Context: an optimization exercise on an open-source flow, tuned for a short achievable clock period. The choices shown serve that exercise and are no tape-out recipe.
At most, simulation tests tie the RTL to the original design; equivalence was not proved.
No functional check of the RTL was part of runs 2 and 4 to 6.
Power and IR drop assume default switching activity.

==> flow/design.v <==
module sport_frame_decoder (
    input  wire        clk,
    input  wire        rst,         
    input  wire        in_valid,
    input  wire [7:0]  in_data,
    output wire        frame_valid,
    output wire [71:0] frame_data,
    output wire        evt_valid,
    output wire [3:0]  evt_kind,
    output wire [31:0] evt_value
);
    localparam [7:0] START     = 8'h7E;
    localparam [7:0] ESC       = 8'h7D;
    localparam [7:0] ESC_XOR   = 8'h20;
    localparam [7:0] DEVICE_ID = 8'h1B;
    localparam [7:0] FRAME_TYPE= 8'h10;
    reg       s_idle, s_pay, s_esc;
    reg [3:0] cur;
    reg       p8, e8;
    reg [63:0] fb;
    reg       acc_q;
    reg [3:0] kind_q;
    wire step   = in_valid && !rst;
    wire is_esc = (in_data == ESC);
    wire wr     = step && (s_esc || (s_pay && !is_esc));
    wire [7:0] wdata = s_esc ? (in_data ^ ESC_XOR) : in_data;
    wire [3:0] cur_next = cur + 4'd1;
    always @(posedge clk) begin
        if (rst) begin
            s_idle <= 1'b1;
            s_pay  <= 1'b0;
            s_esc  <= 1'b0;
            cur    <= 4'd0;
            p8     <= 1'b0;
            e8     <= 1'b0;
        end else if (in_valid) begin
            if (s_idle) begin
                if (in_data == START) begin
                    s_idle <= 1'b0;
                    s_pay  <= 1'b1;
                    cur    <= 4'd0;
                end
            end else if (s_pay) begin
                if (is_esc) begin
                    s_pay <= 1'b0;
                    s_esc <= 1'b1;
                    e8    <= p8;
                    p8    <= 1'b0;
                end else begin
                    cur    <= cur_next;
                    s_idle <= p8;
                    s_pay  <= !p8;
                    p8     <= (cur == 4'd7);
                    e8     <= 1'b0;
                end
            end else if (s_esc) begin
                cur    <= cur_next;
                s_idle <= e8;
                s_esc  <= 1'b0;
                s_pay  <= !e8;
                p8     <= (cur == 4'd7);
                e8     <= 1'b0;
            end
        end
    end
    always @(posedge clk) begin
        if (wr)
            fb <= {wdata, fb[63:8]};
    end
    wire [7:0]  device_id    = fb[15:8];
    wire [7:0]  frame_type   = fb[23:16];
    wire [15:0] data_type_id = fb[39:24];
    reg       known;
    reg [3:0] kind;
    always @(*) begin
        known = 1'b1;
        kind  = 4'd0;
        case (data_type_id)
            16'h0600: kind = 4'd0;    
            16'h0800: kind = 4'd1;    
            16'h0210: kind = 4'd2;    
            16'h0910: kind = 4'd3;    
            16'h0200: kind = 4'd4;    
            16'h0840: kind = 4'd5;    
            16'hF101: kind = 4'd6;    
            16'h0400: kind = 4'd7;    
            16'h0410: kind = 4'd8;    
            16'h0100: kind = 4'd9;    
            16'h0820: kind = 4'd10;   
            16'h0420: kind = 4'd11;   
            16'h0830: kind = 4'd12;   
            16'h0430: kind = 4'd13;   
            16'h0440: kind = 4'd14;   
            16'h0110: kind = 4'd15;   
            default:  known = 1'b0;
        endcase
    end
    always @(posedge clk) begin
        if (wr && cur == 4'd7) begin
            acc_q  <= (device_id == DEVICE_ID) && (frame_type == FRAME_TYPE) && known;
            kind_q <= kind;
        end
    end
    localparam integer NA = 102;      
    localparam integer G  = 4;        
    localparam integer ND = (NA + G - 1) / G;
    wire        ep8 = e8 | p8;
    wire        e8n = ~e8;
    wire [3:0]  kv  = acc_q ? kind_q : 4'd0;
    wire [31:0] vv  = acc_q ? fb[63:32] : 32'd0;
    wire [NA-1:0] src = {vv, kv, acc_q, fb, 1'b1};
    wire [NA-1:0] zn  = ~(ep8 ? src : {NA{1'b0}});
    wire [NA-1:0] a_out;
    wire [ND-1:0] cn;
    genvar g, j;
    generate
        for (g = 0; g < ND; g = g + 1) begin : dec
            sfd_dec u_dec (
                .v(in_valid), .r(rst), .d(in_data), .e8n(e8n), .cn(cn[g])
            );
        end
        for (j = 0; j < NA; j = j + 1) begin : bitg
            g_nor2 u_bit (.a(cn[j / G]), .b(zn[j]), .y(a_out[j]));
        end
    endgenerate
    wire [1:0] ln;
    wire [7:0] dn;
    sfd_decl u_ldec0 (
        .v(in_valid), .r(rst), .d(in_data), .e8n(e8n), .en(ep8), .cn(ln[0])
    );
    sfd_decl u_ldec1 (
        .v(in_valid), .r(rst), .d(in_data), .e8n(e8n), .en(ep8), .cn(ln[1])
    );
    generate
        for (j = 0; j < 8; j = j + 1) begin : lastg
            if (j == 5) begin : fl
                g_xnor2 u_x (.a(in_data[j]), .b(e8), .y(dn[j]));
            end else begin : pl
                g_inv u_i (.a(in_data[j]), .y(dn[j]));
            end
            g_nor2 u_bit (.a(ln[j / 4]), .b(dn[j]), .y(frame_data[64 + j]));
        end
    endgenerate
    assign frame_valid       = a_out[0];
    assign frame_data[63:0]  = a_out[64:1];
    assign evt_valid         = a_out[65];
    assign evt_kind          = a_out[69:66];
    assign evt_value         = a_out[101:70];
endmodule
module sfd_dec (
    input  wire       v,
    input  wire       r,
    input  wire [7:0] d,
    input  wire       e8n,
    output wire       cn
);
    wire nlo, nhi, eqlo, eqhi, m, vr;
    g_nand4b u_lo  (.an(d[1]), .b(d[0]), .c(d[2]), .d(d[3]), .y(nlo));
    g_nand4b u_hi  (.an(d[7]), .b(d[4]), .c(d[5]), .d(d[6]), .y(nhi));
    g_inv    u_ilo (.a(nlo), .y(eqlo));
    g_inv    u_ihi (.a(nhi), .y(eqhi));
    g_nand3  u_m   (.a(eqlo), .b(eqhi), .c(e8n), .y(m));
    g_vr2    u_vr  (.v(v), .r(r), .y(vr));
    g_nand2  u_cn  (.a(vr), .b(m), .y(cn));
endmodule
module sfd_decl (
    input  wire       v,
    input  wire       r,
    input  wire [7:0] d,
    input  wire       e8n,
    input  wire       en,
    output wire       cn
);
    wire nlo, nhi, eqlo, eqhi, m, vr;
    g_nand4b u_lo  (.an(d[1]), .b(d[0]), .c(d[2]), .d(d[3]), .y(nlo));
    g_nand4b u_hi  (.an(d[7]), .b(d[4]), .c(d[5]), .d(d[6]), .y(nhi));
    g_inv    u_ilo (.a(nlo), .y(eqlo));
    g_inv    u_ihi (.a(nhi), .y(eqhi));
    g_nand3  u_m   (.a(eqlo), .b(eqhi), .c(e8n), .y(m));
    g_vr     u_vr  (.v(v), .r(r), .en(en), .y(vr));
    g_nand2  u_cn  (.a(vr), .b(m), .y(cn));
endmodule
module g_vr2 (
    input  wire v,
    input  wire r,
    output wire y
);
    assign y = v & ~r;
endmodule
module g_vr (
    input  wire v,
    input  wire r,
    input  wire en,
    output wire y
);
    assign y = v & ~r & en;
endmodule
module g_nand4b (
    input  wire an,
    input  wire b,
    input  wire c,
    input  wire d,
    output wire y
);
    assign y = ~(~an & b & c & d);
endmodule
module g_nand3 (
    input  wire a,
    input  wire b,
    input  wire c,
    output wire y
);
    assign y = ~(a & b & c);
endmodule
module g_nand2 (
    input  wire a,
    input  wire b,
    output wire y
);
    assign y = ~(a & b);
endmodule
module g_nor2 (
    input  wire a,
    input  wire b,
    output wire y
);
    assign y = ~(a | b);
endmodule
module g_inv (
    input  wire a,
    output wire y
);
    assign y = ~a;
endmodule
module g_xnor2 (
    input  wire a,
    input  wire b,
    output wire y
);
    assign y = ~(a ^ b);
endmodule
==> flow/flow/run.sh <==
#!/bin/bash
# Standard layout; setup repair may size, swap pins and remove buffers, but
# does not insert new buffers or clone gates (SETUP_MOVE_SEQUENCE).
set -uo pipefail
bash standard.sh SETUP_MOVE_SEQUENCE=unbuffer,sizeup,swap finish > standard.log 2>&1
==> flow/standard.sh <==
#!/bin/bash
# synth_recipe.tcl (not shown) runs the flow's synth.tcl, then flattens the netlist and writes it again
# the make line also repeats each setting of config.mk as NAME=value (left out here)
make -C /OpenROAD-flow-scripts/flow DESIGN_CONFIG=/design/flow/config.mk WORK_HOME=/design/flow/orfs CLKGATE_MAP_FILE= SYNTH_SCRIPT=/design/flow/synth_recipe.tcl "${@:-finish}"
==> flow/config.mk <==
export PLATFORM = sky130hd
export DESIGN_NAME = sport_frame_decoder
export DESIGN_NICKNAME = sport_frame_decoder
export VERILOG_FILES = /design/flow/design.v
export SDC_FILE = /design/flow/constraint.sdc
export NUM_CORES = 4
export LEC_CHECK = 0
export CAP_MARGIN = 20
export CORE_MARGIN = 2
export CORE_UTILIZATION = 45
export SETUP_SLACK_MARGIN = 3.2
export SLEW_MARGIN = 20
export SYNTH_HIERARCHICAL = 1
==> flow/constraint.sdc <==
create_clock -name core_clock -period 6.0 [get_ports {clk}]
set_input_delay 1.2000 -clock core_clock [delete_from_list [all_inputs] [get_ports {clk}]]
set_output_delay 1.2000 -clock core_clock [all_outputs]
set_load 0.01 [all_outputs]
==> metrics.csv, run 1 <==
stage;metric;value;unit
synth;netlist_top_cells_area;edfxtp_1, nand4b_1, nor2_1;
sta;drv_slew;0;
sta;period_share;54.19;%
die;die_x;112.5;um
setup_path;crit_type;in -> out;
clock_network;cts-buffers-inserted;9;
synth;synth_area;5294;um2
sta;setup_violations;0;
setup_path;worstPathRequired;4.80;ns
global_routing;track_usage;23.28;%
sta;fin_crit;3.251;ns
clock_network;clkTransAtPathRegs;0.05;ns
die;die_y;112.5;um
sta;skew;0.004849;ns
synth;synth_top_area_cell;edfxtp_1;
worst_hold_path;hold_end;fb[43];
final_layout;seqCellArea;2253;um2
final_layout;area_growth;34.74;%
clock_network;hold_buffers;0;
setup_path;cp-start-kind;input pin;
die;coreArea;11470;um2
die;num_rows;39;
drt;routed_wl;14740;um
sta;slew_headroom;35.39;%
setup_path;reg2reg_depth;3;
global_routing;grt_pass1_wl;23340;um
drt;first_iter_violations;449;
sta;tightestPinTransition;0.9667;ns
sta;rsz0062_at_grt;true;
synth;synth.avg_cell_area;8.457;um2
final_layout;fin_nets;756;
final_layout;mostFrequentLayoutCells;nor2_2, buf_2, nand2_1;
drt;route.met3.wl;912;um
global_routing;antenna_found_initial;0;
synth;ys_warn_count;7;
drt;viasPerCell;5.492;
setup_path;endpoint_kind;output pin;
global_routing;grt_max_degree;91;
synth;async_flop_share;0;%
drt;drc;0;
setup_path;cp_max_fo;27;
final_layout;fillCellCount;1021;
final_layout;diodes;0;
setup_path;rrSetupSlack;4.11;ns
setup_path;r2r_end;kind_q[1];
global_routing;grt_pass1_vias;4586;
sta;hold_ws;0.4812;ns
place;gp_congestion;0.8062;
setup_path;r2r-start;cur[0];
final_layout;layout_commonest_cell;nor2_2;
power;leakagePower;2.842;nW
worst_hold_path;whs_path_depth;0;
synth;synthCells;626;
place;hpwl;10040;um
drt;post_drt_wl_per_cell;16.52;um
drt;route.met2.wl;7280;um
die;ios;121;
synth;synth_top_area_share;39.14;%
job;drv_cap;0;
drt;m1WireLength;6265;um
outcome;status;complete, no violations;
synth;synth_cell_types;58;
place;port_buffers;120;
synth;yosys_most_used_dff;edfxtp_1;
final_layout;multi_input_area;3267;um2
worst_hold_path;min_path_type;reg -> reg;
die;start_util;46.16;%
final_layout;utilization;62.20;%
drt;ant_nets;0;
setup_path;worstPathArrival;2.05;ns
synth;syn-num-nets;638;
synth;yosysSeqAreaShare;42.54;%
global_routing;overflow;0;
drt;drt_first_pass_iters;5;
sta;tns;0;ns
clock_network;cts-root-buf;clkbuf_16;
clock_network;clock_latency;0.34;ns
power;power.density;167.0;nW/um2
drt;via_count;4899;
clock_network;htree_levels;3;
synth;ys_seq_elements;78;
sta;hold_viol;0;
sta;fmax;307.6;MHz
synth;synth-edff-count;69;
drt;dr.max_layer_used;met4;
final_layout;drive_gt1_share;44.73;%
clock_network;cts_tree;done;
clock_network;clockBufferDepth;2;
power;peakVddDrop;0.0001618;V
clock_network;clock-sinks;78;
die;fp.dieArea;12650;um2
worst_hold_path;hp-start;fb[51];
-- cell type report --
cell class | count | share of cell area (%)
flip-flops and latches | 78 | 31.59
well taps | 143 | 2.508
multi-input cells | 458 | 45.80
clock inverters | 4 | 0.3333
repair buffers | 126 | 12.66
clock buffers | 12 | 3.315
inverters | 71 | 3.789
-- registers in the layout, indices dropped and copies added (netlist names) --
name / count
acc_q: 1
fb: 64
kind_q: 4
e8: 1
s_idle: 1
s_esc: 1
p8: 1
cur: 4
s_pay: 1
-- power by group --
group          total (mW)  switching [mW]  internal, mW
Combinational       0.125          0.0722        0.0527
Sequential          0.584        0.000368         0.583
Clock               0.483           0.205         0.278
Total                1.19           0.277         0.914
-- Yosys stat by module, one instance, submodules excluded, excerpt --
module / area [um2] / flops+latches
sport_frame_decoder: 3525 / 78
g_vr2: 13.76 / 0
g_nand4b: 8.758 / 0
g_xnor2: 8.758 / 0
g_nand3: 5.005 / 0
g_inv: 3.754 / 0
g_nor2: 3.754 / 0
g_nand2: 3.754 / 0
-- cell usage after synthesis (2+ instances only) --
library cell,instances
nand2b_1,5
clkbuf_1,9
a32oi_1,4
dfxtp_1,9
nor3b_1,4
nand4b_1,57
nand3b_1,2
a21oi_1,3
or3_1,3
nand4_1,2
nor2_1,124
buf_2,4
nor3_1,4
and4_1,2
and3b_1,2
o21ai_0,6
xor2_1,3
nand2_1,114
nor4b_1,3
nand3_1,58
xnor2_1,4
nor2b_4,26
o21ai_1,2
nor4_1,2
inv_1,71
clkbuf_8,2
edfxtp_1,69
buf_6,2
-- routing by layer --
layer,global-route usage [%],vias to the layer above
met2,39.56,189
li1,-,2375
met5,0,-
met4,8.618,0
met3,4.860,23
met1,29.34,2312
-- through the flow --
stage,instances,area [um2],power (mW),setup slack (ns)
2_1_floorplan,626,5682,0.6520,2.351
3_3_place_gp,876,6993,0.7005,1.279
3_5_place_dp,876,6993,0.7018,1.245
4_1_cts,892,7034,1.194,2.688
5_1_grt,892,7133,1.228,2.676
6_report,892,7133,1.191,2.749
-- worst max-delay path: stages --
cell,delay (ns)
buf_16,0.18
buf_16,0.20
nor2b_4,0.14
nand2_4,0.09
nor2_2,0.09
buf_2,0.13
-- cells by family (layout without fill, tap and decap cells) --
group,after synthesis,count (layout),synth area share [%]
AOI/OAI and AO/OA,26,26,3.735
xor gates and xnor gates,7,7,1.158
adders and majority gates,1,1,0.2363
buffers and inverters,90,213,7.209
DFF,78,78,42.54
muxes,1,1,0.1891
and+or+nand+nor,423,423,44.93
-- worst max path at each step --
stage	cells after the start	end	start
after floorplan	4	fb[0]	in_data[2]
after global placement	7	frame_data[63]	in_data[3]
after detailed placement	7	frame_data[0]	in_data[0]
after CTS	5	frame_data[62]	e8
after global routing	4	evt_value[0]	acc_q
final	6	frame_data[19]	rst
-- what timing repair did --
action / in CTS / in global routing
setup endpoints to repair: 188 / 110
gates resized for setup: 529 / 49
pin swaps: 25 / 24
setup buffers: 0 / 0
==> inputs of run 2 (changes only) <==
--- a/flow/design.v
+++ b/flow/design.v
@@ -114,7 +114,13 @@
     wire [ND-1:0] cn;
+    localparam integer NN = (ND + 1) / 2;
+    wire [NN-1:0] nlo, nhi;
     genvar g, j;
     generate
+        for (g = 0; g < NN; g = g + 1) begin : nib
+            sfd_nib u_nib (.d(in_data), .nlo(nlo[g]), .nhi(nhi[g]));
+        end
         for (g = 0; g < ND; g = g + 1) begin : dec
             sfd_dec u_dec (
-                .v(in_valid), .r(rst), .d(in_data), .e8n(e8n), .cn(cn[g])
+                .v(in_valid), .r(rst), .nlo(nlo[g / 2]), .nhi(nhi[g / 2]),
+                .e8n(e8n), .cn(cn[g])
             );
@@ -152,3 +158,4 @@
     input  wire       r,
-    input  wire [7:0] d,
+    input  wire       nlo,
+    input  wire       nhi,
     input  wire       e8n,
@@ -156,5 +163,3 @@
 );
-    wire nlo, nhi, eqlo, eqhi, m, vr;
-    g_nand4b u_lo  (.an(d[1]), .b(d[0]), .c(d[2]), .d(d[3]), .y(nlo));
-    g_nand4b u_hi  (.an(d[7]), .b(d[4]), .c(d[5]), .d(d[6]), .y(nhi));
+    wire eqlo, eqhi, m, vr;
     g_inv    u_ilo (.a(nlo), .y(eqlo));
@@ -164,2 +169,10 @@
     g_nand2  u_cn  (.a(vr), .b(m), .y(cn));
+endmodule
+module sfd_nib (
+    input  wire [7:0] d,
+    output wire       nlo,
+    output wire       nhi
+);
+    g_nand4b u_lo  (.an(d[1]), .b(d[0]), .c(d[2]), .d(d[3]), .y(nlo));
+    g_nand4b u_hi  (.an(d[7]), .b(d[4]), .c(d[5]), .d(d[6]), .y(nhi));
 endmodule
==> flow/run.sh (new file) <==
#!/bin/bash
# synth_recipe.tcl (not shown) runs the flow's synth.tcl, then flattens the netlist and writes it again
# the make line also repeats each setting of config.mk as NAME=value (left out here)
make -C /OpenROAD-flow-scripts/flow DESIGN_CONFIG=/design/flow/config.mk WORK_HOME=/design/flow/orfs CLKGATE_MAP_FILE= SYNTH_SCRIPT=/design/flow/synth_recipe.tcl finish
removed: flow/flow/run.sh
removed: flow/standard.sh
==> metrics.csv, run 2 <==
stage;metric;value;unit
sta;skew;0.006878;ns
place;place_worst_setup_slack;1.274;ns
power;leakagePower;3.176;nW
final_layout;fin_nets;772;
synth;synthCells;600;
outcome;status;complete, no violations;
clock_network;htree_levels;3;
global_routing;track_usage;26.79;%
clock_network;hold_buffers;0;
drt;via_count;4879;
clock_network;cts_tree;done;
synth;synth_cell_types;58;
die;die_y;110.1;um
drt;drc;0;
job;drv_cap;0;
synth;async_flop_share;0;%
drt;drt_first_pass_iters;5;
synth;synth_area;5066;um2
clock_network;clock-sinks;78;
power;switching_power;0.2893;mW
place;placed_area;6684;um2
final_layout;area_growth;56.31;%
final_layout;mostFrequentLayoutCells;nand2_1, inv_1, buf_2;
drt;viasPerCell;5.391;
sta;setup_violations;0;
power;peakVddDrop;0.0001256;V
worst_hold_path;min_path_type;reg -> reg;
sta;rsz0062_at_grt;true;
place;port_buffers;120;
clock_network;cts-buffers-inserted;9;
die;start_util;46.33;%
setup_path;cp_max_fo;5;
synth;synth.most_common_cell;nor2_1;
clock_network;clockBufferDepth;2;
global_routing;antenna_found_initial;0;
global_routing;grt_pass1_vias;4607;
sta;fin_crit;3.291;ns
place;dp.cells;846;
final_layout;diodes;0;
synth;ys_seq_elements;78;
sta;tightestPinTransition;0.8525;ns
synth;yosys_most_used_dff;edfxtp_1;
final_layout;drive_gt1_share;50.20;%
drt;ant_nets;0;
setup_path;crit_type;in -> out;
setup_path;cp-start-kind;input pin;
power;p_sw_share;21.15;%
synth;synth_common_cells;nor2_1, nand2_1, inv_1, edfxtp_1, nand3_1;
clock_network;cts-root-buf;clkbuf_16;
synth;synth_top_area_share;40.90;%
synth;synth-edff-count;69;
final_layout;top_regs;fb x64, cur x4, kind_q x4;
die;num_rows;38;
power;p_clk_share;46.1;%
global_routing;grt_max_degree;56;
synth;synth_top_area_cell;edfxtp_1;
place;hpwl;9693;um
sta;tns;0;ns
synth;netlist_top_cells_area;edfxtp_1, nor2_1, nand2_1;
die;ios;121;
drt;routed_wl;16040;um
sta;hold_viol;0;
power;pwr-share-comb;11.2;%
global_routing;grt_pass1_wl;24450;um
place;gp_congestion;0.8237;
setup_path;worstPathRequired;4.80;ns
power;pwr-share-seq;42.7;%
sta;drv_slew;0;
die;coreArea;10940;um2
die;die_x;110.1;um
final_layout;layout_commonest_cell;nand2_1;
synth;synth.avg_cell_area;8.444;um2
final_layout;finalNonFillerCells;905;
clock_network;clkTransAtPathRegs;0.06;ns
synth;syn-num-nets;612;
setup_path;worstPathArrival;2.09;ns
synth;ys_warn_count;7;
final_layout;largest_reg_flops;64;
setup_path;endpoint_kind;output pin;
power;p_int;1.079;mW
global_routing;overflow;0;
die;fp.dieArea;12120;um2
drt;post_drt_wl_per_cell;17.72;um
final_layout;finalInstanceArea;7919;um2
sta;fmax;303.9;MHz
final_layout;fillCellCount;813;
synth;yosysSeqAreaShare;44.46;%
sta;period_share;54.84;%
drt;first_iter_violations;345;
clock_network;clock_latency;0.34;ns
power;power.density;172.8;nW/um2
sta;slew_headroom;43.02;%
final_layout;top_register;fb;
sta;worst_slack;2.710;ns
[run 2: cells by family after synthesis]
family / Yosys count / share of synthesized area (%)
simple gates: 397 / 42.46
buf+inv: 90 / 7.533
flops: 78 / 44.46
compound gates: 26 / 3.903
xor+xnor: 7 / 1.210
mux: 1 / 0.1976
fa+ha+maj: 1 / 0.2469
[run 2: layout make-up]
| cell class | instances | area [um2] | share of cell area (%) |
|---|---|---|---|
| clock buffer | 12 | 246.5 | 3.113 |
| clock inverter | 4 | 95.09 | 1.201 |
| inverter | 71 | 270.3 | 3.413 |
| multi-input combinational | 433 | 3259 | 41.16 |
| sequential | 78 | 2253 | 28.46 |
| tap | 140 | 175.2 | 2.212 |
| timing repair buffer | 166 | 1612 | 20.35 |
| timing repair inverter | 1 | 7.507 | 0.09480 |
[run 2: worst max-delay path: stages]
cell and delay [ns]:
buf_16 0.11, nand4b_1 0.19, inv_1 0.09, nand3_2 0.11
nand2_4 0.12, buf_6 0.12, nor2_4 0.03, buf_6 0.11
[run 2: what timing repair did]
item	4_1_cts	5_1_grt
setup buffers	34	0
endpoints found under the setup margin	188	110
gates resized for setup	617	90
gates cloned	8	1
pin swaps	46	50
[run 2: path summary, 6_finish.rpt]
kind	startpoint	to	slack [ns]	depth (start not counted)
worst max-delay path	in_data[7]	frame_data[1]	2.71	8
worst max register to register	cur[0]	kind_q[1]	4.22	3
worst min-delay path	fb[8]	fb[0]	0.48	0
worst min register to register	fb[8]	fb[0]	0.48	0
[run 2: Yosys stat by module (local to each module, per instance), excerpt]
| module | cell area [um2] | copies in the design | cells inside | flops+latches |
|---|---|---|---|---|
| g_vr2 | 13.76 | 26 | 1 | 0 |
| g_vr | 8.758 | 2 | 1 | 0 |
| sport_frame_decoder | 3525 | 1 | 312 | 78 |
| g_nand2 | 3.754 | 28 | 1 | 0 |
| g_xnor2 | 8.758 | 1 | 1 | 0 |
| g_nand4b | 8.758 | 30 | 1 | 0 |
| g_nand3 | 5.005 | 28 | 1 | 0 |
| g_inv | 3.754 | 63 | 1 | 0 |
| g_nor2 | 3.754 | 110 | 1 | 0 |
[run 2: power by group through the flow]
stage	clock network [mW]	logic (mW)	registers, mW
after floorplan	0	0.0509	0.595
after global placement	0	0.0894	0.595
after detailed placement	0	0.0905	0.595
after CTS	0.634	0.140	0.584
after global routing	0.657	0.161	0.583
final	0.631	0.154	0.584
[run 2: layer usage]
metal	vias to the layer above	share of wire, %	global-route usage [%]
li1	2338	-	-
met1	2315	41	34.30
met2	191	50	44.61
met3	35	6.5	4.468
met4	0	2.5	11.88
met5	-	0	0
[run 2: stage by stage]
step / power (mW) / utilization [%] / hold slack [ns]
2_1_floorplan: 0.6458 / - / 0.4277
3_3_place_gp: 0.6845 / 61.12 / 0.4568
3_5_place_dp: 0.6856 / 61.12 / 0.4591
4_1_cts: 1.358 / 68.07 / 0.4729
5_1_grt: 1.401 / 72.41 / 0.5013
6_report: 1.368 / 72.41 / 0.4775
==> inputs of run 3 (changes only) <==
--- a/flow/design.v
+++ b/flow/design.v
@@ -104,3 +104,3 @@
     localparam integer NA = 102;      
-    localparam integer G  = 4;        
+    localparam integer G  = 8;        
     localparam integer ND = (NA + G - 1) / G;
@@ -114,13 +114,7 @@
     wire [ND-1:0] cn;
-    localparam integer NN = (ND + 1) / 2;
-    wire [NN-1:0] nlo, nhi;
     genvar g, j;
     generate
-        for (g = 0; g < NN; g = g + 1) begin : nib
-            sfd_nib u_nib (.d(in_data), .nlo(nlo[g]), .nhi(nhi[g]));
-        end
         for (g = 0; g < ND; g = g + 1) begin : dec
             sfd_dec u_dec (
-                .v(in_valid), .r(rst), .nlo(nlo[g / 2]), .nhi(nhi[g / 2]),
-                .e8n(e8n), .cn(cn[g])
+                .v(in_valid), .r(rst), .d(in_data), .e8n(e8n), .cn(cn[g])
             );
@@ -131,9 +125,6 @@
     endgenerate
-    wire [1:0] ln;
+    wire       ln;
     wire [7:0] dn;
-    sfd_decl u_ldec0 (
-        .v(in_valid), .r(rst), .d(in_data), .e8n(e8n), .en(ep8), .cn(ln[0])
-    );
-    sfd_decl u_ldec1 (
-        .v(in_valid), .r(rst), .d(in_data), .e8n(e8n), .en(ep8), .cn(ln[1])
+    sfd_decl u_ldec (
+        .v(in_valid), .r(rst), .d(in_data), .e8n(e8n), .en(ep8), .cn(ln)
     );
@@ -146,3 +137,3 @@
             end
-            g_nor2 u_bit (.a(ln[j / 4]), .b(dn[j]), .y(frame_data[64 + j]));
+            g_nor2 u_bit (.a(ln), .b(dn[j]), .y(frame_data[64 + j]));
         end
@@ -158,4 +149,3 @@
     input  wire       r,
-    input  wire       nlo,
-    input  wire       nhi,
+    input  wire [7:0] d,
     input  wire       e8n,
@@ -163,3 +153,5 @@
 );
-    wire eqlo, eqhi, m, vr;
+    wire nlo, nhi, eqlo, eqhi, m, vr;
+    g_nand4b u_lo  (.an(d[1]), .b(d[0]), .c(d[2]), .d(d[3]), .y(nlo));
+    g_nand4b u_hi  (.an(d[7]), .b(d[4]), .c(d[5]), .d(d[6]), .y(nhi));
     g_inv    u_ilo (.a(nlo), .y(eqlo));
@@ -169,10 +161,2 @@
     g_nand2  u_cn  (.a(vr), .b(m), .y(cn));
-endmodule
-module sfd_nib (
-    input  wire [7:0] d,
-    output wire       nlo,
-    output wire       nhi
-);
-    g_nand4b u_lo  (.an(d[1]), .b(d[0]), .c(d[2]), .d(d[3]), .y(nlo));
-    g_nand4b u_hi  (.an(d[7]), .b(d[4]), .c(d[5]), .d(d[6]), .y(nhi));
 endmodule
==> flow/flow/run.sh (new file) <==
#!/bin/bash
# Standard layout, with two more rounds of setup repair after global routing
# (flow/grt_repair.tcl).
set -uo pipefail
bash standard.sh POST_GLOBAL_ROUTE_TCL="$PWD/flow/grt_repair.tcl" finish > standard.log 2>&1
==> flow/flow/grt_repair.tcl (new file) <==
# Run after global routing (POST_GLOBAL_ROUTE_TCL): two more rounds of setup
# repair on global-route parasitics, with incremental re-routing of the nets
# they change, then the route guides are written again.
for {set k 0} {$k < 2} {incr k} {
  global_route -start_incremental
  estimate_parasitics -global_routing
  repair_timing -setup -setup_margin $::env(SETUP_SLACK_MARGIN) -repair_tns 100 -match_cell_footprint -verbose
  detailed_placement
  global_route -end_incremental
  estimate_parasitics -global_routing
  report_worst_slack
}
write_guides $::env(RESULTS_DIR)/route.guide
==> flow/standard.sh (new file) <==
#!/bin/bash
# synth_recipe.tcl (not shown) runs the flow's synth.tcl, then flattens the netlist and writes it again
# the make line also repeats each setting of config.mk as NAME=value (left out here)
make -C /OpenROAD-flow-scripts/flow DESIGN_CONFIG=/design/flow/config.mk WORK_HOME=/design/flow/orfs CLKGATE_MAP_FILE= SYNTH_SCRIPT=/design/flow/synth_recipe.tcl "${@:-finish}"
removed: flow/run.sh
==> metrics.csv, run 3 <==
stage;metric;value;unit
outcome;status;complete, no violations;
synth;yosysSeqAreaShare;48.61;%
sta;drv_slew;0;
synth;synth_area;4633;um2
final_layout;drive_gt1_share;54.11;%
sta;fmax;304.0;MHz
drt;first_iter_violations;257;
synth;synth-compound-area-share;4.267;%
final_layout;mostFrequentLayoutCells;buf_6, nor2_4, nand2_1;
sta;tightestPinTransition;0.9302;ns
final_layout;diodes;0;
setup_path;cp_max_fo;8;
drt;routed_wl;16140;um
synth;yosys.area_share.simple;39.35;%
synth;synthAdderAreaFrac;0.2701;%
global_routing;grt_pass1_wl;23560;um
final_layout;utilization;81.97;%
drt;ant_nets;0;
setup_path;cp-start-kind;input pin;
place;port_buffers;120;
die;die_x;105.5;um
final_layout;layout_commonest_cell;buf_6;
setup_path;crit_buf_inv;4;
clock_network;clock_latency;0.36;ns
sta;worst_slack;2.711;ns
die;num_rows;37;
drt;drt_first_pass_iters;5;
synth;synth_mux_area_share;0.2160;%
final_layout;top_regs;fb x64, cur x4, kind_q x4;
synth;synth_top_family_by_area;simple AND/OR/NAND/NOR gates;
sta;setup_violations;0;
synth;synth_xor_area_share;1.323;%
synth;async_flop_share;0;%
setup_path;crit_top_cell;buf_6;
clock_network;clkTransAtPathRegs;0.08;ns
clock_network;cts-buffers-inserted;9;
setup_path;worstPathRequired;4.80;ns
setup_path;path_cells;buf_12, nand4b_1, inv_1, nand3_2, nand2_8, buf_6, nor2_4, buf_6;
place;place_worst_setup_slack;1.486;ns
clock_network;clock-sinks;78;
final_layout;top_register;fb;
synth;ys_seq_elements;78;
final_layout;area_growth;79.37;%
power;power.density;135.8;nW/um2
global_routing;track_usage;26.94;%
synth;synth-edff-count;69;
global_routing;overflow;0;
setup_path;endpoint_kind;output pin;
final_layout;fillCellCount;563;
setup_path;slowest_stage;nand4b_1;
place;gp_congestion;0.8521;
sta;skew;0.006330;ns
final_layout;largest_reg_flops;64;
drt;viasPerCell;5.442;
clock_network;postCtsResizedCells;664;
power;peakVddDrop;0.0001249;V
die;coreArea;10140;um2
synth;synth.avg_cell_area;8.775;um2
synth;ys_warn_count;7;
sta;hold_viol;0;
synth;yosys_most_used_dff;edfxtp_1;
worst_hold_path;min_path_type;reg -> reg;
setup_path;worstPathArrival;2.09;ns
synth;synth_top_area_cell;edfxtp_1;
die;ios;121;
die;die_y;105.5;um
setup_path;crit_type;in -> out;
sta;period_share;54.82;%
clock_network;clockBufferDepth;2;
drt;drc;0;
clock_network;post_cts_buffers;61;
power;leakagePower;2.922;nW
sta;tns;0;ns
global_routing;grt_pass1_vias;4424;
setup_path;max_stage_delay;0.15;ns
synth;synth.most_common_cell;nor2_1;
synth;synth_common_cells;nor2_1, nand2_1, edfxtp_1, nand3_1, inv_1;
sta;hold_ws;0.4801;ns
synth;synth_cell_types;58;
global_routing;antenna_found_initial;0;
clock_network;hold_buffers;0;
place;hpwl;8912;um
drt;via_count;4713;
drt;post_drt_wl_per_cell;18.63;um
sta;fin_crit;3.289;ns
synth;synth_top_area_share;44.72;%
die;fp.dieArea;11120;um2
clock_network;cts-root-buf;clkbuf_8;
die;start_util;45.70;%
sta;slew_headroom;37.83;%
global_routing;grt_max_degree;56;
clock_network;htree_levels;3;
clock_network;cts_tree;done;
synth;netlist_top_cells_area;edfxtp_1, nor2_1, nand2_1;
job;drv_cap;0;
setup_path;crit_family;simple AND/OR/NAND/NOR gates;
synth;synthCells;528;
final_layout;fin_nets;737;
synth;syn-num-nets;540;
[run 3: path summary, 6_finish.rpt]
kind | start | end | slack [ns] | cells after the start
worst max-delay path | in_data[7] | frame_data[16] | 2.71 | 8
worst min-delay path | fb[16] | fb[8] | 0.48 | 0
worst max register to register | cur[0] | kind_q[3] | 4.15 | 3
worst min register to register | fb[16] | fb[8] | 0.48 | 0
[run 3: kinds of logic after synthesis]
kind of cell    after synthesis
xor+xnor                      7
buf+inv                      62
simple gates                353
flops                        78
mux                           1
fa+ha+maj                     1
compound gates               26
[run 3: stage by stage]
step / area (um2) / total power [mW] / instances
final: 8310 / 1.129 / 866
after global placement: 6721 / 0.6756 / 768
after floorplan: 5441 / 0.6452 / 528
after CTS: 7701 / 1.107 / 847
after detailed placement: 6721 / 0.6768 / 768
[run 3: routing by layer]
| metal | vias to the layer above | track usage [%] | part of all wire [%] |
|---|---|---|---|
| met5 | - | 0 | 0 |
| met4 | 0 | 9.524 | 1.5 |
| met3 | 20 | 4.082 | 5.7 |
| met2 | 199 | 46.54 | 54 |
| met1 | 2289 | 34.25 | 39 |
| li1 | 2205 | - | - |
[run 3: worst register-to-register path: cells and delay by family (launching register included)]
family	cells	cell delay [ns]
adders and majority gates	1	0.18
and+or+nand+nor	2	0.92
DFF	1	0.38
[run 3: cell type report]
type / instances / area (um2) / share of cell area (%)
timing repair buffer: 204 / 2290 / 27.55
tap: 136 / 170.2 / 2.048
sequential: 78 / 2253 / 27.12
clock inverter: 5 / 50.05 / 0.6022
inverter: 43 / 165.2 / 1.987
multi-input combinational: 389 / 3251 / 39.11
clock buffer: 11 / 131.4 / 1.581
[run 3: where the power goes]
group          total [mW]  leakage [nW]  switching, mW  internal (mW)
clock network       0.381        0.0884          0.192          0.189
registers           0.583         0.682       0.000370          0.582
logic               0.165          2.15         0.0798         0.0848
total                1.13          2.92          0.272          0.856
[run 3: modules after synthesis, one instance, submodules excluded, a selection]
module | area (um2) | flops+latches | copies in the design
g_inv | 3.754 | 0 | 35
g_nand2 | 3.754 | 0 | 14
g_nand3 | 5.005 | 0 | 14
g_nand4b | 8.758 | 0 | 28
g_nor2 | 3.754 | 0 | 110
g_vr | 8.758 | 0 | 1
g_vr2 | 13.76 | 0 | 13
g_xnor2 | 8.758 | 0 | 1
==> inputs of run 4 (changes only) <==
--- a/flow/design.v
+++ b/flow/design.v
@@ -107,3 +107,2 @@
     wire        ep8 = e8 | p8;
-    wire        e8n = ~e8;
     wire [3:0]  kv  = acc_q ? kind_q : 4'd0;
@@ -113,3 +112,3 @@
     wire [NA-1:0] a_out;
-    wire [ND-1:0] cn;
+    wire [2*ND-1:0] cn;
     genvar g, j;
@@ -118,3 +117,4 @@
             sfd_dec u_dec (
-                .v(in_valid), .r(rst), .d(in_data), .e8n(e8n), .cn(cn[g])
+                .v(in_valid), .r(rst), .d(in_data), .e8(e8),
+                .cn0(cn[2*g]), .cn1(cn[2*g+1])
             );
@@ -122,3 +122,3 @@
         for (j = 0; j < NA; j = j + 1) begin : bitg
-            g_nor2 u_bit (.a(cn[j / G]), .b(zn[j]), .y(a_out[j]));
+            g_nor2 u_bit (.a(cn[(2 * j) / G]), .b(zn[j]), .y(a_out[j]));
         end
@@ -128,3 +128,4 @@
     sfd_decl u_ldec (
-        .v(in_valid), .r(rst), .d(in_data), .e8n(e8n), .en(ep8), .cn(ln)
+        .v(in_valid), .r(rst), .d(in_data), .e8(e8), .en(ep8),
+        .cn(ln)
     );
@@ -150,13 +151,16 @@
     input  wire [7:0] d,
-    input  wire       e8n,
-    output wire       cn
-);
-    wire nlo, nhi, eqlo, eqhi, m, vr;
-    g_nand4b u_lo  (.an(d[1]), .b(d[0]), .c(d[2]), .d(d[3]), .y(nlo));
-    g_nand4b u_hi  (.an(d[7]), .b(d[4]), .c(d[5]), .d(d[6]), .y(nhi));
-    g_inv    u_ilo (.a(nlo), .y(eqlo));
-    g_inv    u_ihi (.a(nhi), .y(eqhi));
-    g_nand3  u_m   (.a(eqlo), .b(eqhi), .c(e8n), .y(m));
+    input  wire       e8,
+    output wire       cn0,
+    output wire       cn1
+);
+    wire a, b, c, ia, ib, m, vr;
+    g_nand4  u_a   (.a(d[0]), .b(d[2]), .c(d[3]), .d(d[4]), .y(a));
+    g_nand2  u_b   (.a(d[5]), .b(d[6]), .y(b));
+    g_nor3   u_c   (.a(d[1]), .b(d[7]), .c(e8), .y(c));
+    g_inv    u_ia  (.a(a), .y(ia));
+    g_inv    u_ib  (.a(b), .y(ib));
+    g_nand3  u_m   (.a(ia), .b(ib), .c(c), .y(m));
     g_vr2    u_vr  (.v(v), .r(r), .y(vr));
-    g_nand2  u_cn  (.a(vr), .b(m), .y(cn));
+    g_nand2  u_cn0 (.a(vr), .b(m), .y(cn0));
+    g_nand2  u_cn1 (.a(vr), .b(m), .y(cn1));
 endmodule
@@ -166,3 +170,3 @@
     input  wire [7:0] d,
-    input  wire       e8n,
+    input  wire       e8,
     input  wire       en,
@@ -170,8 +174,9 @@
 );
-    wire nlo, nhi, eqlo, eqhi, m, vr;
-    g_nand4b u_lo  (.an(d[1]), .b(d[0]), .c(d[2]), .d(d[3]), .y(nlo));
-    g_nand4b u_hi  (.an(d[7]), .b(d[4]), .c(d[5]), .d(d[6]), .y(nhi));
-    g_inv    u_ilo (.a(nlo), .y(eqlo));
-    g_inv    u_ihi (.a(nhi), .y(eqhi));
-    g_nand3  u_m   (.a(eqlo), .b(eqhi), .c(e8n), .y(m));
+    wire a, b, c, ia, ib, m, vr;
+    g_nand4  u_a   (.a(d[0]), .b(d[2]), .c(d[3]), .d(d[4]), .y(a));
+    g_nand2  u_b   (.a(d[5]), .b(d[6]), .y(b));
+    g_nor3   u_c   (.a(d[1]), .b(d[7]), .c(e8), .y(c));
+    g_inv    u_ia  (.a(a), .y(ia));
+    g_inv    u_ib  (.a(b), .y(ib));
+    g_nand3  u_m   (.a(ia), .b(ib), .c(c), .y(m));
     g_vr     u_vr  (.v(v), .r(r), .en(en), .y(vr));
@@ -194,4 +199,4 @@
 endmodule
-module g_nand4b (
-    input  wire an,
+module g_nand4 (
+    input  wire a,
     input  wire b,
@@ -201,3 +206,11 @@
 );
-    assign y = ~(~an & b & c & d);
+    assign y = ~(a & b & c & d);
+endmodule
+module g_nor3 (
+    input  wire a,
+    input  wire b,
+    input  wire c,
+    output wire y
+);
+    assign y = ~(a | b | c);
 endmodule
==> flow/run.sh (new file) <==
#!/bin/bash
# synth_recipe.tcl (not shown) runs the flow's synth.tcl, then flattens the netlist and writes it again
# the make line also repeats each setting of config.mk as NAME=value (left out here)
make -C /OpenROAD-flow-scripts/flow DESIGN_CONFIG=/design/flow/config.mk WORK_HOME=/design/flow/orfs CLKGATE_MAP_FILE= SYNTH_SCRIPT=/design/flow/synth_recipe.tcl finish
removed: flow/flow/run.sh
removed: flow/flow/grt_repair.tcl
removed: flow/standard.sh
==> metrics.csv, run 4 <==
stage;metric;value;unit
drt;first_iter_violations;439;
final_layout;diodes;0;
sta;setup_violations;0;
synth;synth.avg_cell_area;8.405;um2
sta;skew;0.01886;ns
setup_path;crit_top_cell;buf_6;
die;num_rows;36;
clock_network;clkTransAtPathRegs;0.08;ns
final_layout;area_growth;78.00;%
synth;yosys_most_used_dff;edfxtp_1;
synth;synth_cell_types;49;
clock_network;hold_buffers;0;
synth;synth_common_cells;nor2_1, nand2_1, edfxtp_1, nand3_1, inv_1;
global_routing;track_usage;28.77;%
sta;tightestPinTransition;0.6055;ns
global_routing;overflow;0;
clock_network;clock-sinks;78;
drt;drt_first_pass_iters;5;
final_layout;top_register;fb;
drt;ant_nets;0;
final_layout;top_regs;fb x64, cur x4, kind_q x4;
clock_network;cts-root-buf;clkbuf_8;
outcome;status;complete, no violations;
final_layout;mostFrequentLayoutCells;buf_6, nand2_1, edfxtp_1;
synth;synthCells;546;
power;peakVddDrop;0.0001366;V
final_layout;layout_commonest_cell;buf_6;
worst_hold_path;min_path_type;reg -> reg;
place;hpwl;9147;um
synth;syn-num-nets;558;
clock_network;cts_tree;done;
setup_path;endpoint_kind;output pin;
global_routing;antenna_found_initial;0;
die;ios;121;
die;die_y;105.0;um
sta;rsz0062_at_grt;true;
clock_network;htree_levels;3;
final_layout;drive_gt1_share;57.20;%
synth;synth-edff-count;69;
setup_path;crit_family;simple AND/OR/NAND/NOR gates;
synth;synth_area;4589;um2
setup_path;cp-start-kind;input pin;
global_routing;grt_pass1_wl;24780;um
global_routing;grt_max_degree;53;
synth;synth.most_common_cell;nor2_1;
synth;netlist_top_cells_area;edfxtp_1, nor2_1, nand2_1;
final_layout;largest_reg_flops;64;
place;gp_congestion;0.8367;
power;leakagePower;2.990;nW
global_routing;grt_pass1_vias;4642;
drt;routed_wl;17900;um
setup_path;path_cells;buf_16, nor3_4, nand3_2, nand2_4, buf_6, nor2_4, buf_6;
final_layout;utilization;83.19;%
final_layout;fin_nets;757;
setup_path;max_stage_delay;0.22;ns
clock_network;cts-buffers-inserted;9;
synth;async_flop_share;0;%
die;fp.dieArea;11020;um2
drt;viasPerCell;5.702;
die;coreArea;9819;um2
sta;tns;0;ns
setup_path;crit_type;in -> out;
place;port_buffers;120;
die;die_x;105.0;um
sta;fmax;296.4;MHz
sta;slew_headroom;59.30;%
synth;ys_seq_elements;78;
sta;hold_viol;0;
sta;period_share;56.22;%
drt;via_count;5035;
setup_path;cp_max_fo;5;
synth;ys_warn_count;7;
drt;post_drt_wl_per_cell;20.28;um
clock_network;clock_latency;0.38;ns
setup_path;slowest_stage;nor3_4;
setup_path;crit_buf_inv;3;
drt;drc;0;
sta;fin_crit;3.373;ns
power;power.density;144.4;nW/um2
synth;synth_top_area_cell;edfxtp_1;
setup_path;worstPathRequired;4.80;ns
clock_network;clockBufferDepth;2;
die;start_util;46.74;%
synth;yosysSeqAreaShare;49.07;%
setup_path;worstPathArrival;2.17;ns
synth;synth_top_area_share;45.15;%
job;drv_cap;0;
sta;drv_slew;0;
run 4: cells by family (layout without fill, tap and decap cells):
| logic type | Yosys count | in the layout | synth area share, % |
|---|---|---|---|
| AOI/OAI and AO/OA | 28 | 28 | 4.226 |
| xor gates and xnor gates | 3 | 3 | 0.5726 |
| adders and majority gates | 1 | 1 | 0.2726 |
| buffers and inverters | 57 | 259 | 4.662 |
| DFF | 78 | 78 | 49.07 |
| muxes | 2 | 2 | 0.4362 |
| and+or+nand+nor | 377 | 379 | 40.76 |
run 4: Yosys stat by module (local to each module, per instance), a selection:
module	times used	flip-flops and latches	area (um2)	cells
sport_frame_decoder	1	78	3397	303
g_vr2	13	0	13.76	1
g_nor3	14	0	10.01	1
g_vr	1	0	8.758	1
g_xnor2	1	0	8.758	1
g_nand4	14	0	6.256	1
g_nand3	14	0	5.005	1
g_inv	35	0	3.754	1
g_nand2	41	0	3.754	1
g_nor2	110	0	3.754	1
run 4: final timing paths:
| kind | from | end | slack [ns] | cells after the start |
|---|---|---|---|---|
| min reg2reg | fb[8] | fb[0] | 0.49 | 0 |
| max reg2reg | fb[25] | acc_q | 3.82 | 5 |
| min | fb[8] | fb[0] | 0.49 | 0 |
| max | in_data[7] | evt_value[26] | 2.63 | 7 |
run 4: through the flow:
step,setup WS (ns),total power [mW],hold WS (ns),area (um2),cells
after floorplan,2.072,0.6400,0.4244,5016,546
after global placement,1.411,0.6728,0.4572,6340,784
after detailed placement,1.355,0.6741,0.4604,6340,784
after CTS,2.685,1.128,0.4823,7262,864
after global routing,2.605,1.211,0.4961,8169,883
final,2.627,1.179,0.4882,8169,883
run 4: worst reg2reg max path: stages, from the launching register on:
cell,delay [ns]
edfxtp_1,0.46
nor4_2,0.59
nand2_4,0.10
or4_4,0.53
o221a_4,0.14
a31oi_1,0.20
run 4: what timing repair did:
action                                  4_1_cts  5_1_grt
gates resized for setup                     595      179
endpoints found under the setup margin      188      167
setup buffers                                56       14
pin swaps                                    50       58
gates cloned                                  8        5
run 4: cell type report:
cell class                 instances  area [um2]
clock buffer                       9       123.9
clock inverter                     7       75.07
timing repair buffer             203        2206
fill                             578        1650
sequential                        78        2257
inverter                          40       150.1
tap                              133       166.4
multi-input combinational        413        3191
run 4: per-layer routing:
layer | vias to the layer above | global-route usage [%] | wire length [um]
li1 | 2263 | - | -
met1 | 2434 | 37.21 | 6771
met2 | 298 | 47.87 | 9111
met3 | 40 | 6.800 | 1606
met4 | 0 | 8.857 | 413
met5 | - | 0 | 0
run 4: power by group:
group	total (mW)	internal, mW	leakage (nW)	switching, mW
combinational	0.188	0.0966	2.21	0.0909
clock	0.410	0.193	0.0931	0.217
sequential	0.582	0.582	0.683	0.000397
==> inputs of run 5 (changes only) <==
--- a/flow/design.v
+++ b/flow/design.v
@@ -112,3 +112,3 @@
     wire [NA-1:0] a_out;
-    wire [2*ND-1:0] cn;
+    wire [ND-1:0] dp, dc, dvrn;
     genvar g, j;
@@ -118,3 +118,3 @@
                 .v(in_valid), .r(rst), .d(in_data), .e8(e8),
-                .cn0(cn[2*g]), .cn1(cn[2*g+1])
+                .p(dp[g]), .c(dc[g]), .vrn(dvrn[g])
             );
@@ -122,6 +122,9 @@
         for (j = 0; j < NA; j = j + 1) begin : bitg
-            g_nor2 u_bit (.a(cn[(2 * j) / G]), .b(zn[j]), .y(a_out[j]));
+            g_a211oi u_bit (
+                .a1(dp[j / G]), .a2(dc[j / G]), .b1(dvrn[j / G]), .c1(zn[j]),
+                .y(a_out[j])
+            );
         end
     endgenerate
-    wire       ln;
+    wire       lp, lc, lvrn;
     wire [7:0] dn;
@@ -129,3 +132,3 @@
         .v(in_valid), .r(rst), .d(in_data), .e8(e8), .en(ep8),
-        .cn(ln)
+        .p(lp), .c(lc), .vrn(lvrn)
     );
@@ -138,3 +141,5 @@
             end
-            g_nor2 u_bit (.a(ln), .b(dn[j]), .y(frame_data[64 + j]));
+            g_a211oi u_bit (
+                .a1(lp), .a2(lc), .b1(lvrn), .c1(dn[j]), .y(frame_data[64 + j])
+            );
         end
@@ -152,15 +157,12 @@
     input  wire       e8,
-    output wire       cn0,
-    output wire       cn1
-);
-    wire a, b, c, ia, ib, m, vr;
+    output wire       p,
+    output wire       c,
+    output wire       vrn
+);
+    wire a, b;
     g_nand4  u_a   (.a(d[0]), .b(d[2]), .c(d[3]), .d(d[4]), .y(a));
     g_nand2  u_b   (.a(d[5]), .b(d[6]), .y(b));
+    g_nor2   u_p   (.a(a), .b(b), .y(p));
     g_nor3   u_c   (.a(d[1]), .b(d[7]), .c(e8), .y(c));
-    g_inv    u_ia  (.a(a), .y(ia));
-    g_inv    u_ib  (.a(b), .y(ib));
-    g_nand3  u_m   (.a(ia), .b(ib), .c(c), .y(m));
-    g_vr2    u_vr  (.v(v), .r(r), .y(vr));
-    g_nand2  u_cn0 (.a(vr), .b(m), .y(cn0));
-    g_nand2  u_cn1 (.a(vr), .b(m), .y(cn1));
+    g_vrn    u_vr  (.v(v), .r(r), .y(vrn));
 endmodule
@@ -172,15 +174,14 @@
     input  wire       en,
-    output wire       cn
-);
-    wire a, b, c, ia, ib, m, vr;
+    output wire       p,
+    output wire       c,
+    output wire       vrn
+);
+    wire a, b;
     g_nand4  u_a   (.a(d[0]), .b(d[2]), .c(d[3]), .d(d[4]), .y(a));
     g_nand2  u_b   (.a(d[5]), .b(d[6]), .y(b));
+    g_nor2   u_p   (.a(a), .b(b), .y(p));
     g_nor3   u_c   (.a(d[1]), .b(d[7]), .c(e8), .y(c));
-    g_inv    u_ia  (.a(a), .y(ia));
-    g_inv    u_ib  (.a(b), .y(ib));
-    g_nand3  u_m   (.a(ia), .b(ib), .c(c), .y(m));
-    g_vr     u_vr  (.v(v), .r(r), .en(en), .y(vr));
-    g_nand2  u_cn  (.a(vr), .b(m), .y(cn));
-endmodule
-module g_vr2 (
+    g_vrne   u_vr  (.v(v), .r(r), .en(en), .y(vrn));
+endmodule
+module g_vrn (
     input  wire v,
@@ -189,5 +190,5 @@
 );
-    assign y = v & ~r;
-endmodule
-module g_vr (
+    assign y = ~(v & ~r);
+endmodule
+module g_vrne (
     input  wire v,
@@ -197,3 +198,3 @@
 );
-    assign y = v & ~r & en;
+    assign y = ~(v & ~r & en);
 endmodule
@@ -208,2 +209,16 @@
 endmodule
+module g_nand2 (
+    input  wire a,
+    input  wire b,
+    output wire y
+);
+    assign y = ~(a & b);
+endmodule
+module g_nor2 (
+    input  wire a,
+    input  wire b,
+    output wire y
+);
+    assign y = ~(a | b);
+endmodule
 module g_nor3 (
@@ -216,23 +231,10 @@
 endmodule
-module g_nand3 (
-    input  wire a,
-    input  wire b,
-    input  wire c,
-    output wire y
-);
-    assign y = ~(a & b & c);
-endmodule
-module g_nand2 (
-    input  wire a,
-    input  wire b,
-    output wire y
-);
-    assign y = ~(a & b);
-endmodule
-module g_nor2 (
-    input  wire a,
-    input  wire b,
-    output wire y
-);
-    assign y = ~(a | b);
+module g_a211oi (
+    input  wire a1,
+    input  wire a2,
+    input  wire b1,
+    input  wire c1,
+    output wire y
+);
+    assign y = ~((a1 & a2) | b1 | c1);
 endmodule
==> metrics.csv, run 5 <==
stage;metric;value;unit
place;gp_congestion;0.8335;
synth;synth.most_common_cell;a211oi_2;
setup_path;crit_end;frame_data[65];
setup_path;cp.depth;6;
sta;fmax;296.4;MHz
job;drv_cap;0;
sta;rsz0062_at_grt;true;
global_routing;antenna_found_initial;0;
power;peakVddDrop;0.0001949;V
synth;ys_seq_elements;78;
synth;synth_area;5230;um2
setup_path;reg2reg_depth;5;
clock_network;clkTransAtPathRegs;0.06;ns
sta;fin_crit;3.374;ns
place;port_buffers;120;
global_routing;grt_max_degree;90;
setup_path;r2r-start;fb[31];
die;start_util;46.00;%
worst_hold_path;min_path_type;reg -> reg;
die;coreArea;11370;um2
drt;first_iter_violations;428;
die;fp.dieArea;12500;um2
die;ios;121;
final_layout;diodes;0;
clock_network;cts-buffers-inserted;9;
setup_path;cp_max_fo;6;
sta;period_share;56.24;%
final_layout;utilization;70.44;%
synth;synth_top_area_share;39.62;%
final_layout;area_growth;53.13;%
drt;drt_first_pass_iters;5;
clock_network;clockBufferDepth;2;
setup_path;rrSetupSlack;3.81;ns
die;die_x;111.8;um
setup_path;max_stage_delay;0.19;ns
sta;hold_viol;0;
synth;synth.avg_cell_area;10.65;um2
synth;ys_warn_count;7;
clock_network;cts_tree;done;
final_layout;top_regs;fb x64, cur x4, kind_q x4;
global_routing;track_usage;27.49;%
synth;synth_top_area_cell;edfxtp_1;
setup_path;crit_family;buffers and inverters;
sta;drv_slew;0;
die;die_y;111.8;um
setup_path;endpoint_kind;output pin;
outcome;status;complete, no violations;
die;num_rows;39;
setup_path;worstPathArrival;2.17;ns
place;hpwl;10740;um
setup_path;cp-start-kind;input pin;
final_layout;mostFrequentLayoutCells;buf_2, a211oi_2, nand2_1;
drt;via_count;5077;
setup_path;cp-startpoint;rst;
synth;netlist_top_cells_area;edfxtp_1, a211oi_2, nand2_1;
global_routing;grt_pass1_vias;4820;
sta;slew_headroom;32.62;%
drt;routed_wl;18190;um
setup_path;crit_top_cell;buf_12;
clock_network;clock_latency;0.34;ns
drt;ant_nets;0;
clock_network;htree_levels;3;
power;power.density;167.4;nW/um2
clock_network;clock-sinks;78;
synth;synthCells;491;
drt;viasPerCell;6.176;
sta;setup_violations;0;
sta;tightestPinTransition;1.006;ns
final_layout;fin_nets;686;
setup_path;crit_buf_inv;4;
global_routing;grt_pass1_wl;27050;um
setup_path;crit_type;in -> out;
drt;drc;0;
clock_network;cts-root-buf;clkbuf_16;
final_layout;top_register;fb;
drt;post_drt_wl_per_cell;22.12;um
setup_path;path_cells;buf_12, buf_12, nand3b_1, buf_4, a211oi_2, buf_2;
final_layout;largest_reg_flops;64;
synth;yosys_most_used_dff;edfxtp_1;
synth;synth_common_cells;a211oi_2, nand2_1, edfxtp_1, nor2_1, nand3_1;
sta;skew;0.006582;ns
global_routing;overflow;0;
synth;synth-edff-count;69;
synth;yosysSeqAreaShare;43.06;%
synth;async_flop_share;0;%
final_layout;drive_gt1_share;55.96;%
synth;synth_cell_types;48;
final_layout;fillCellCount;822;
synth;syn-num-nets;503;
sta;tns;0;ns
setup_path;slowest_stage;nand3b_1;
setup_path;worstPathRequired;4.80;ns
setup_path;r2r_end;acc_q;
final_layout;layout_commonest_cell;buf_2;
power;leakagePower;2.704;nW
-- run 5: worst min path at each step --
stage / from / to / slack, ns / cells after the start
2_1_floorplan: fb[32] / fb[24] / 0.42 / 0
3_3_place_gp: fb[19] / fb[11] / 0.47 / 0
3_5_place_dp: fb[20] / fb[12] / 0.47 / 0
4_1_cts: fb[20] / fb[12] / 0.48 / 0
5_1_grt: fb[8] / fb[0] / 0.50 / 0
6_report: fb[8] / fb[0] / 0.48 / 0
-- run 5: cells by family after synthesis --
logic type | Yosys count | synth area share [%]
simple gates | 240 | 23.71
compound gates | 138 | 30.02
flops | 78 | 43.06
buf+inv | 29 | 2.081
xor+xnor | 3 | 0.5025
mux | 2 | 0.3828
fa+ha+maj | 1 | 0.2392
-- run 5: power by group --
part / internal [mW] / switching (mW)
clock: 0.363 / 0.214
combinational: 0.0874 / 0.0926
sequential: 0.583 / 0.000408
total: 1.03 / 0.307
-- run 5: metal layers --
metal	global-route usage, %	share of wire (%)	vias up
li1	-	-	2299
met1	36.65	40	2499
met2	45.74	51	243
met3	4.409	7.0	36
met4	9.547	2.3	0
met5	0	0	-
-- run 5: layout make-up --
| type | count | area (um2) | area share (%) |
|---|---|---|---|
| tap | 143 | 178.9 | 2.234 |
| clock buffer | 10 | 229.0 | 2.859 |
| timing repair buffer | 188 | 1893 | 23.64 |
| inverter | 12 | 45.04 | 0.5624 |
| sequential | 78 | 2256 | 28.17 |
| multi-input combinational | 385 | 3321 | 41.46 |
| clock inverter | 6 | 86.33 | 1.078 |
-- run 5: per-stage QoR --
stage | worst slack, ns | hold slack (ns) | cells | power, mW | instance area (um2)
6_report | 2.626 | 0.4836 | 822 | 1.340 | 8009
5_1_grt | 2.616 | 0.4990 | 822 | 1.377 | 8009
4_1_cts | 2.657 | 0.4848 | 806 | 1.314 | 7702
3_5_place_dp | 1.288 | 0.4704 | 743 | 0.6922 | 6898
3_3_place_gp | 1.422 | 0.4665 | 743 | 0.6902 | 6898
2_1_floorplan | 2.072 | 0.4244 | 491 | 0.6525 | 5555
-- run 5: what timing repair did --
item                       4_1_cts  5_1_grt
setup endpoints to repair      188      115
gates resized for setup        525       48
buffers inserted                38       11
gates cloned                     9        5
pin swaps                       45       76
hold buffers                     0        0
-- run 5: modules after synthesis (local to each module, per instance), excerpt --
module | cells | cell area [um2]
g_inv | 1 | 3.754
g_nand2 | 1 | 3.754
g_nor3 | 1 | 10.01
g_nor2 | 1 | 3.754
g_vrn | 1 | 6.256
g_nand4 | 1 | 6.256
g_vrne | 1 | 7.507
sport_frame_decoder | 303 | 3397
g_a211oi | 1 | 12.51
==> inputs of run 6 (changes only) <==
--- a/flow/design.v
+++ b/flow/design.v
@@ -107,2 +107,3 @@
     wire        ep8 = e8 | p8;
+    wire        e8n = ~e8;
     wire [3:0]  kv  = acc_q ? kind_q : 4'd0;
@@ -117,3 +118,3 @@
             sfd_dec u_dec (
-                .v(in_valid), .r(rst), .d(in_data), .e8(e8),
+                .v(in_valid), .r(rst), .d(in_data), .e8n(e8n),
                 .p(dp[g]), .c(dc[g]), .vrn(dvrn[g])
@@ -128,6 +129,6 @@
     endgenerate
-    wire       lp, lc, lvrn;
+    wire       lp, lc, lvrn, x5;
     wire [7:0] dn;
-    sfd_decl u_ldec (
-        .v(in_valid), .r(rst), .d(in_data), .e8(e8), .en(ep8),
+    sfd_dec u_ldec (
+        .v(in_valid), .r(rst), .d(in_data), .e8n(e8n),
         .p(lp), .c(lc), .vrn(lvrn)
@@ -137,5 +138,6 @@
             if (j == 5) begin : fl
-                g_xnor2 u_x (.a(in_data[j]), .b(e8), .y(dn[j]));
+                g_xor2  u_x (.a(in_data[j]), .b(e8), .y(x5));
+                g_nand2 u_n (.a(x5), .b(ep8), .y(dn[j]));
             end else begin : pl
-                g_inv u_i (.a(in_data[j]), .y(dn[j]));
+                g_nand2 u_n (.a(in_data[j]), .b(ep8), .y(dn[j]));
             end
@@ -156,3 +158,3 @@
     input  wire [7:0] d,
-    input  wire       e8,
+    input  wire       e8n,
     output wire       p,
@@ -162,24 +164,7 @@
     wire a, b;
-    g_nand4  u_a   (.a(d[0]), .b(d[2]), .c(d[3]), .d(d[4]), .y(a));
-    g_nand2  u_b   (.a(d[5]), .b(d[6]), .y(b));
+    g_nand3  u_a   (.a(d[0]), .b(d[2]), .c(d[3]), .y(a));
+    g_nand4  u_b   (.a(d[4]), .b(d[5]), .c(d[6]), .d(e8n), .y(b));
     g_nor2   u_p   (.a(a), .b(b), .y(p));
-    g_nor3   u_c   (.a(d[1]), .b(d[7]), .c(e8), .y(c));
+    g_nor2   u_c   (.a(d[1]), .b(d[7]), .y(c));
     g_vrn    u_vr  (.v(v), .r(r), .y(vrn));
-endmodule
-module sfd_decl (
-    input  wire       v,
-    input  wire       r,
-    input  wire [7:0] d,
-    input  wire       e8,
-    input  wire       en,
-    output wire       p,
-    output wire       c,
-    output wire       vrn
-);
-    wire a, b;
-    g_nand4  u_a   (.a(d[0]), .b(d[2]), .c(d[3]), .d(d[4]), .y(a));
-    g_nand2  u_b   (.a(d[5]), .b(d[6]), .y(b));
-    g_nor2   u_p   (.a(a), .b(b), .y(p));
-    g_nor3   u_c   (.a(d[1]), .b(d[7]), .c(e8), .y(c));
-    g_vrne   u_vr  (.v(v), .r(r), .en(en), .y(vrn));
 endmodule
@@ -192,10 +177,2 @@
 endmodule
-module g_vrne (
-    input  wire v,
-    input  wire r,
-    input  wire en,
-    output wire y
-);
-    assign y = ~(v & ~r & en);
-endmodule
 module g_nand4 (
@@ -223,3 +200,3 @@
 endmodule
-module g_nor3 (
+module g_nand3 (
     input  wire a,
@@ -229,3 +206,3 @@
 );
-    assign y = ~(a | b | c);
+    assign y = ~(a & b & c);
 endmodule
@@ -240,14 +217,8 @@
 endmodule
-module g_inv (
-    input  wire a,
-    output wire y
-);
-    assign y = ~a;
-endmodule
-module g_xnor2 (
-    input  wire a,
-    input  wire b,
-    output wire y
-);
-    assign y = ~(a ^ b);
-endmodule
+module g_xor2 (
+    input  wire a,
+    input  wire b,
+    output wire y
+);
+    assign y = a ^ b;
+endmodule
==> metrics.csv, run 6 <==
stage;metric;value;unit
job;drv_cap;0;
power;leakagePower;2.748;nW
clock_network;cts-root-buf;clkbuf_16;
setup_path;r2r-start;fb[36];
setup_path;crit_type;in -> out;
die;num_rows;39;
place;gp_congestion;0.9145;
die;die_x;112.4;um
synth;ys_warn_count;7;
synth;syn-num-nets;513;
clock_network;htree_levels;3;
clock_network;clock_latency;0.34;ns
final_layout;largest_reg_flops;64;
clock_network;cts_tree;done;
setup_path;r2r_end;acc_q;
power;power.density;163.5;nW/um2
final_layout;diodes;0;
clock_network;clockBufferDepth;2;
drt;drt_first_pass_iters;5;
sta;hold_viol;0;
setup_path;rrSetupSlack;4.21;ns
synth;synthCells;501;
final_layout;fillCellCount;816;
power;power.total;1.339;mW
synth;yosys_most_used_dff;edfxtp_1;
global_routing;grt_pass1_vias;4984;
sta;setup_violations;0;
synth;yosysSeqAreaShare;42.57;%
sta;tightestPinTransition;0.7076;ns
worst_hold_path;hp-start;fb[11];
drt;via_count;5272;
synth;synth_cell_types;57;
sta;rsz0062_at_grt;true;
worst_hold_path;hold_end;fb[3];
sta;drv_slew;0;
synth;synth.most_common_cell;a211oi_2;
setup_path;worstPathArrival;2.15;ns
setup_path;endpoint_kind;output pin;
setup_path;path_cells;buf_12, nand4_1, nor2_4, buf_12, a211oi_4, buf_2;
final_layout;top_regs;fb x64, cur x4, kind_q x4;
synth;async_flop_share;0;%
die;coreArea;11470;um2
clock_network;clkTransAtPathRegs;0.05;ns
sta;fin_crit;3.352;ns
sta;tns;0;ns
global_routing;grt_max_degree;62;
setup_path;worstPathRequired;4.80;ns
outcome;status;complete, no violations;
synth;synth.avg_cell_area;10.56;um2
synth;synth-edff-count;69;
setup_path;crit_top_cell;buf_12;
synth;synth_common_cells;a211oi_2, nand2_1, edfxtp_1, nand3_1, nor2_1;
global_routing;grt_pass1_wl;28010;um
sta;fmax;298.3;MHz
global_routing;overflow;0;
final_layout;mostFrequentLayoutCells;buf_2, a211oi_2, nand2_1;
synth;ys_seq_elements;78;
setup_path;cp-start-kind;input pin;
place;port_buffers;120;
final_layout;finalInstanceArea;8188;um2
drt;first_iter_violations;429;
worst_hold_path;whs_path_depth;0;
global_routing;track_usage;28.36;%
global_routing;antenna_found_initial;1;
drt;ant_nets;0;
setup_path;reg2reg_depth;5;
power;peakVddDrop;0.0001097;V
setup_path;max_stage_delay;0.30;ns
drt;routed_wl;19020;um
final_layout;area_growth;54.78;%
place;hpwl;11050;um
drt;post_drt_wl_per_cell;22.30;um
sta;slew_headroom;52.70;%
place;placed_area;6890;um2
sta;skew;0.009456;ns
clock_network;cts-buffers-inserted;9;
sta;hold_ws;0.4951;ns
sta;period_share;55.87;%
final_layout;layout_commonest_cell;buf_2;
drt;drc;0;
drt;viasPerCell;6.181;
final_layout;fin_nets;718;
setup_path;slowest_stage;a211oi_4;
setup_path;cp_max_fo;8;
worst_hold_path;min_path_type;reg -> reg;
die;ios;121;
final_layout;top_register;fb;
synth;synth_top_area_cell;edfxtp_1;
synth;netlist_top_cells_area;edfxtp_1, a211oi_2, nand2_1;
synth;synth_area;5290;um2
die;die_y;112.4;um
die;start_util;46.13;%
clock_network;clock-sinks;78;
synth;synth_top_area_share;39.17;%
final_layout;drive_gt1_share;58.03;%
die;fp.dieArea;12640;um2
==> run 6: worst max-delay path by stage <==
| stage | startpoint | end | cells past startpoint |
|---|---|---|---|
| floorplan | in_data[2] | fb[0] | 4 |
| global route | in_data[5] | evt_value[6] | 6 |
| finish | in_data[5] | evt_value[6] | 6 |
| global placement | in_data[7] | frame_data[26] | 5 |
| detailed placement | in_data[7] | frame_data[25] | 5 |
| CTS | rst | evt_value[6] | 5 |
==> run 6: cell type report <==
| type | count | area, um2 | area share (%) |
|---|---|---|---|
| Clock buffer | 11 | 232.7 | 2.842 |
| Inverter | 8 | 33.78 | 0.4126 |
| Sequential cell | 78 | 2253 | 27.52 |
| Timing Repair Buffer | 212 | 1973 | 24.10 |
| Tap cell | 143 | 178.9 | 2.185 |
| Clock inverter | 4 | 72.57 | 0.8863 |
| Multi-Input combinational cell | 397 | 3443 | 42.05 |
==> run 6: cell families after synthesis <==
| family | share of synthesized area [%] |
|---|---|
| AOI/OAI and AO/OA | 29.75 |
| xor gates and xnor gates | 1.159 |
| adders and majority gates | 0.2365 |
| buffers and inverters | 2.744 |
| DFF | 42.57 |
| muxes | 0.1892 |
| and+or+nand+nor | 23.35 |
==> run 6: per-stage QoR <==
step / util (%) / instances / worst slack, ns
detailed placement: 60.09 / 752 / 1.163
CTS: 69.09 / 821 / 2.636
global route: 71.40 / 853 / 2.616
floorplan: - / 501 / 2.351
finish: 71.40 / 853 / 2.648
global placement: 60.09 / 752 / 1.275
==> run 6: metal layers <==
metal | part of all wire [%] | GRT usage, % | wire length [um]
met1 | 40 | 36.79 | 7558
met2 | 52 | 49.52 | 9940
met3 | 6.1 | 3.564 | 1157
met4 | 1.9 | 9.106 | 361
met5 | 0 | 0 | 0
==> run 6: Yosys stat by module (local to each module, per instance), a selection <==
module / copies in the design / cell area (um2)
g_nand4: 14 / 6.256
g_nand2: 8 / 3.754
g_a211oi: 110 / 12.51
sport_frame_decoder: 1 / 3525
g_vrn: 14 / 6.256
g_nand3: 14 / 5.005
g_nor2: 28 / 3.754
g_xor2: 1 / 8.758
==> run 6: what timing repair did <==
action,4_1_cts,5_1_grt
gates cloned,5,3
pin swaps,59,88
endpoints found under the setup margin,188,152
setup buffers,49,29
hold buffers,0,0
gates resized for setup,526,98
==> run 6: worst max-delay path, delay by kind of cell <==
family / cells / cell delay, ns
compound gates: 1 / 0.30
simple gates: 2 / 0.19
buf+inv: 3 / 0.46
==> run 6: power breakdown <==
part | switching (mW) | internal [mW]
logic | 0.0967 | 0.0830
clock network | 0.214 | 0.361
registers | 0.000395 | 0.583

## port drivers added, routing unchanged
How much do the figures lean on ideal ports? The routed layouts below were timed once more, with nothing changed but the port constraints.
Step 1: set_driving_cell puts a clkbuf_16 on clk and a buf_2 on each other input, an assumption about the parent block.
Step 2 times the ports against the registers' clock, not the clock port: input delays grow and output delays shrink by t, the midpoint of the rising clock arrivals with the driver on.
Slacks: ideal ports / drivers / drivers and shift; pairs: ideal ports / drivers.
run | t (ns) | setup WS [ns] | worst setup path after step 2 | cell pins on the clock port's net
run 1 | 0.380 | 2.749 / 2.686 / 2.686 | input to output | 1
run 2 | 0.378 | 2.709 / 2.546 / 2.546 | input to output | 1
run 3 | 0.388 | 2.711 / 2.602 / 2.602 | input to output | 1
run 4 | 0.404 | 2.627 / 2.465 / 2.465 | input to output | 1
run 5 | 0.373 | 2.626 / 2.512 / 2.512 | input to output | 1
run 6 | 0.380 | 2.648 / 2.517 / 2.517 | input to output | 1
After both steps every run listed still meets setup and hold. The setup slack of run 2, which loses most, moves by -0.163 ns with the drivers and by -0.163 ns with both steps.
